This design comes from an exercise in tuning for small area and a short achievable clock period on the open sky130 flow, not from production work.
In this exercise RTL edits were held to simulation tests only and were not proved equivalent to the original.

==> module mremu_duart_ic, before the edit <==
module mremu_duart_ic (
    input  wire        clk,
    input  wire        rst,
    input  wire        op_valid,
    input  wire [3:0]  op_code,
    input  wire [3:0]  op_addr,
    input  wire [7:0]  op_data,
    input  wire [2:0]  op_src,
    output reg         rd_valid,
    output reg  [7:0]  rd_data,
    output reg  [2:0]  ipl,
    input  wire        rx_a_valid,
    input  wire [7:0]  rx_a_data,
    input  wire        rx_b_valid,
    input  wire [7:0]  rx_b_data,
    input  wire        ip_we,
    input  wire [7:0]  ip_data,
    input  wire [7:1]  ext_irq,
    input  wire [55:0] ext_vec,
    output reg         tx_valid,
    output reg         tx_chan,
    output reg  [7:0]  tx_data,
    output wire [7:0]  op_pins
);
    localparam OP_READ   = 4'd0;
    localparam OP_WRITE  = 4'd1;
    localparam OP_POLL   = 4'd2;
    localparam OP_VECTOR = 4'd3;
    localparam OP_RESET  = 4'd11;
    wire is_read   = op_valid && (op_code == OP_READ);
    wire is_write  = op_valid && (op_code == OP_WRITE);
    wire is_poll   = op_valid && (op_code == OP_POLL);
    wire is_vector = op_valid && (op_code == OP_VECTOR);
    wire is_cfg    = op_valid && (op_code[3] ? (!op_code[2] && !(op_code[1] && op_code[0]))
                                             : op_code[2]);
    wire is_icrst  = op_valid && (op_code == OP_RESET);
    reg        standby;
    reg  [7:0] ivr;
    reg  [7:0] imr;
    reg  [7:0] acr;
    reg [15:0] ctr;
    reg  [7:0] opr_n;      
    reg  [5:0] ip_value;
    reg  [5:0] ip_changes;
    assign op_pins = opr_n;
    wire duart_present;
    wire duart_rst = rst || (is_icrst && duart_present);
    wire rd = is_read  && !standby;
    wire wr = is_write && !standby;
    wire [3:0] ra = op_addr;
    wire wake = is_write && standby && (ra == 4'h2 || ra == 4'hA) && (op_data[7:4] == 4'hD);
    wire [7:0] mr_a, rhr_a, sr_a, mr_b, rhr_b, sr_b;
    wire [1:0] poll_a, poll_b;
    wire       tx_en_a, tx_en_b;
    duart_chan u_chan_a (
        .clk(clk), .rst(duart_rst),
        .rd_mr(rd && ra == 4'h0), .rd_rhr(rd && ra == 4'h3),
        .wr_mr(wr && ra == 4'h0), .wr_csr(wr && ra == 4'h1), .wr_cr(wr && ra == 4'h2),
        .wdata(op_data),
        .rx_valid(rx_a_valid), .rx_data(rx_a_data),
        .mr_rdata(mr_a), .rhr_rdata(rhr_a), .status(sr_a), .poll(poll_a), .tx_en_o(tx_en_a)
    );
    duart_chan u_chan_b (
        .clk(clk), .rst(duart_rst),
        .rd_mr(rd && ra == 4'h8), .rd_rhr(rd && ra == 4'hB),
        .wr_mr(wr && ra == 4'h8), .wr_csr(wr && ra == 4'h9), .wr_cr(wr && ra == 4'hA),
        .wdata(op_data),
        .rx_valid(rx_b_valid), .rx_data(rx_b_data),
        .mr_rdata(mr_b), .rhr_rdata(rhr_b), .status(sr_b), .poll(poll_b), .tx_en_o(tx_en_b)
    );
    wire duart_polled;
    wire timer_fire;
    wire isr_read  = rd && (ra == 4'h2 || ra == 4'h5);
    wire timer_eval = isr_read || (is_poll && duart_polled && !standby);
    duart_timer u_timer (
        .clk(clk), .rst(duart_rst),
        .mode(acr[6:4]), .ctr(ctr),
        .start(rd && ra == 4'hE), .stop(rd && ra == 4'hF),
        .eval(timer_eval),
        .fire(timer_fire)
    );
    wire [7:0] isr = {|(ip_changes[3:0] & acr[3:0]), 1'b0, poll_b, timer_fire, 1'b0, poll_a};
    wire       duart_irq = !standby && ((isr & imr) != 8'h00);
    wire [2:0] poll_level;
    wire [7:0] vec_out;
    wire       cfg_ok;
    irq_ctrl u_ic (
        .clk(clk), .rst(rst),
        .cfg_valid(is_cfg), .cfg_code(op_code), .cfg_level(op_addr), .cfg_src(op_src),
        .cfg_ok(cfg_ok),
        .duart_irq(duart_irq), .ext_irq(ext_irq),
        .poll_level(poll_level), .duart_polled(duart_polled), .duart_present(duart_present),
        .vec_level(op_addr), .duart_vec(ivr), .ext_vec(ext_vec),
        .vec_out(vec_out)
    );
    reg [7:0] bus_rdata;
    always @(*) begin
        case (ra)
            4'h0: bus_rdata = mr_a;
            4'h1: bus_rdata = sr_a;
            4'h2: bus_rdata = isr & imr;
            4'h3: bus_rdata = rhr_a;
            4'h4: bus_rdata = {ip_changes[3:0], ip_value[3:0]};
            4'h5: bus_rdata = isr;
            4'h6: bus_rdata = ctr[15:8];
            4'h7: bus_rdata = ctr[7:0];
            4'h8: bus_rdata = mr_b;
            4'h9: bus_rdata = sr_b;
            4'hB: bus_rdata = rhr_b;
            4'hC: bus_rdata = ivr;
            4'hD: bus_rdata = {2'b00, ip_value};
            default: bus_rdata = 8'h00;
        endcase
        if (standby)
            bus_rdata = 8'h00;
    end
    reg [7:0] result;
    always @(*) begin
        case (op_code)
            OP_READ:   result = bus_rdata;
            OP_POLL:   result = {5'b00000, poll_level};
            OP_VECTOR: result = vec_out;
            4'd4, 4'd5, 4'd6, 4'd7, 4'd8, 4'd9, 4'd10:
                       result = {7'b0000000, cfg_ok};
            default:   result = 8'h00;
        endcase
    end
    wire cr_write = wr && (ra == 4'h2 || ra == 4'hA);
    always @(posedge clk) begin
        if (rst) begin
            standby <= 1'b0;
            ip_value <= 6'd0;
        end else begin
            if (wake)
                standby <= 1'b0;
            else if (cr_write && op_data[7:4] == 4'hC)
                standby <= 1'b1;
            if (ip_we)
                ip_value <= ip_data[5:0];
        end
    end
    always @(posedge clk) begin
        if (duart_rst) begin
            ivr <= 8'h0F;
            imr <= 8'h00;
            acr <= 8'h00;
            ctr <= 16'h0000;
            opr_n <= 8'hFF;
        end else if (wr) begin
            case (ra)
                4'h4: acr <= op_data;
                4'h5: imr <= op_data;
                4'h6: ctr[15:8] <= op_data;
                4'h7: ctr[7:0] <= op_data;
                4'hC: ivr <= op_data;
                4'hE: opr_n <= opr_n & ~op_data;
                4'hF: opr_n <= opr_n | op_data;
                default: ;
            endcase
        end
    end
    always @(posedge clk) begin
        if (rst)
            ip_changes <= 6'd0;
        else if (ip_we)
            ip_changes <= ip_value ^ ip_data[5:0];
        else if (duart_rst || (rd && ra == 4'h4))
            ip_changes <= 6'd0;
    end
    always @(posedge clk) begin
        if (rst) begin
            rd_valid <= 1'b0;
            ipl      <= 3'd0;
            tx_valid <= 1'b0;
        end else begin
            rd_valid <= op_valid;
            if (is_poll)
                ipl <= poll_level;
            tx_valid <= (wr && ra == 4'h3 && tx_en_a) || (wr && ra == 4'hB && tx_en_b);
        end
    end
    always @(posedge clk) begin
        rd_data <= result;
        if (wr && ra == 4'h3 && tx_en_a) begin
            tx_chan <= 1'b0;
            tx_data <= op_data;
        end
        if (wr && ra == 4'hB && tx_en_b) begin
            tx_chan <= 1'b1;
            tx_data <= op_data;
        end
    end
endmodule
export LEC_CHECK = 0
export ABC_AREA = 1
export CAP_MARGIN = 20
export CORE_MARGIN = 2
export CORE_UTILIZATION = 60
export SLEW_MARGIN = 20
export SYNTH_MEMORY_MAX_BITS = 8192
export TNS_END_PERCENT = 100
create_clock -name core_clock -period 10.0 [get_ports {clk}]
standard.sh (not shown) runs the stock make flow with config.mk's settings and CLKGATE_MAP_FILE= SYNTH_SCRIPT=/design/flow/synth_recipe.tcl, a recipe that flattens the netlist after the stock synthesis.
==> flow/flow/run.sh <==
#!/bin/bash
# Layout flow: the standard ORFS flow (standard.sh, unchanged synthesis)
# with three changes to how the layout is made:
#  - timing repair aims at a 6.6 ns setup margin, i.e. below the 10 ns period
#    that the constraints require (which are left as they are);
#  - the clock tree uses clkbuf_16 throughout, with sink clusters of up to 30
#    flip-flops within 60 um;
#  - the port buffers (every input and output still gets one) are buf_2.
# Make's full output goes to flow.log here; each ORFS step also writes its
# own log under orfs/logs/.
set -euo pipefail
CTS="-sink_clustering_enable -repair_clock_nets"
CTS="$CTS -root_buf sky130_fd_sc_hd__clkbuf_16 -tree_buf sky130_fd_sc_hd__clkbuf_16"
CTS="$CTS -sink_clustering_buffer sky130_fd_sc_hd__clkbuf_16 -buf_list {sky130_fd_sc_hd__clkbuf_16}"
CTS="$CTS -sink_clustering_size 30 -sink_clustering_max_diameter 60"
bash standard.sh \
  SETUP_SLACK_MARGIN=6.6 \
  "BUFFER_PORTS_ARGS=-buffer_cell sky130_fd_sc_hd__buf_2" \
  "CTS_ARGS=$CTS" \
  finish > flow.log 2>&1
Next try:
--- a/flow/design.v
+++ b/flow/design.v
@@ -550,25 +550,28 @@
     end
     always @(posedge clk) begin
         if (rst) begin
             rd_valid <= 1'b0;
+            rd_data  <= 8'h00;
             ipl      <= 3'd0;
             tx_valid <= 1'b0;
+            tx_chan  <= 1'b0;
+            tx_data  <= 8'h00;
         end else begin
             rd_valid <= op_valid;
+            rd_data  <= result;
             if (is_poll)
                 ipl <= poll_level;
-            tx_valid <= (wr && ra == 4'h3 && tx_en_a) || (wr && ra == 4'hB && tx_en_b);
-        end
-    end
-    always @(posedge clk) begin
-        rd_data <= result;
-        if (wr && ra == 4'h3 && tx_en_a) begin
-            tx_chan <= 1'b0;
-            tx_data <= op_data;
-        end
-        if (wr && ra == 4'hB && tx_en_b) begin
-            tx_chan <= 1'b1;
-            tx_data <= op_data;
+            tx_valid <= 1'b0;
+            if (wr && ra == 4'h3 && tx_en_a) begin
+                tx_valid <= 1'b1;
+                tx_chan  <= 1'b0;
+                tx_data  <= op_data;
+            end
+            if (wr && ra == 4'hB && tx_en_b) begin
+                tx_valid <= 1'b1;
+                tx_chan  <= 1'b1;
+                tx_data  <= op_data;
+            end
         end
     end
 endmodule
Result: Register-to-register slack improves by 0.03 ns; count of clock-buffer cells in the layout fell by 2; via count stays flat; fmax rose by 1.4%; cell area barely changes; synthesized cell count rose by about 0.75%.

-- port drivers added, routing unchanged --
The flow's constraints put no driver on any port. The routed layouts listed below were extracted and timed again, unchanged, in two steps.
Step 1 sets driving cells, clkbuf_16 on the clock port and buf_2 on the other inputs (assumed; they add their load-dependent delay and slew).
Step 2 adds t to the input delays and takes it off the output delays; t is the mean of the earliest and latest rising clock arrival at the registers after step 1. Input paths then give back, and output paths get back, about the clock's delay inside the block.
Slacks: no drivers / after step 1 / after step 2; pairs: no drivers / after step 1.
run | t, ns | setup WS [ns] | clock arrival spread, ns | slew at the worst register clock pin (ns) | worst data-port slew with drivers (ns)
the first run | 0.950 | 6.518 / 6.538 / 5.612 | 0.071 / 0.071 | 0.11 / 0.11 | 0.16
the second run | 0.933 | 6.565 / 6.565 / 5.661 | 0.077 / 0.077 | 0.11 / 0.11 | 0.15
After both steps every run listed still meets setup and hold. For the first run, which loses most, drivers alone change the setup slack by +0.020 ns; drivers and shift together by -0.906 ns.
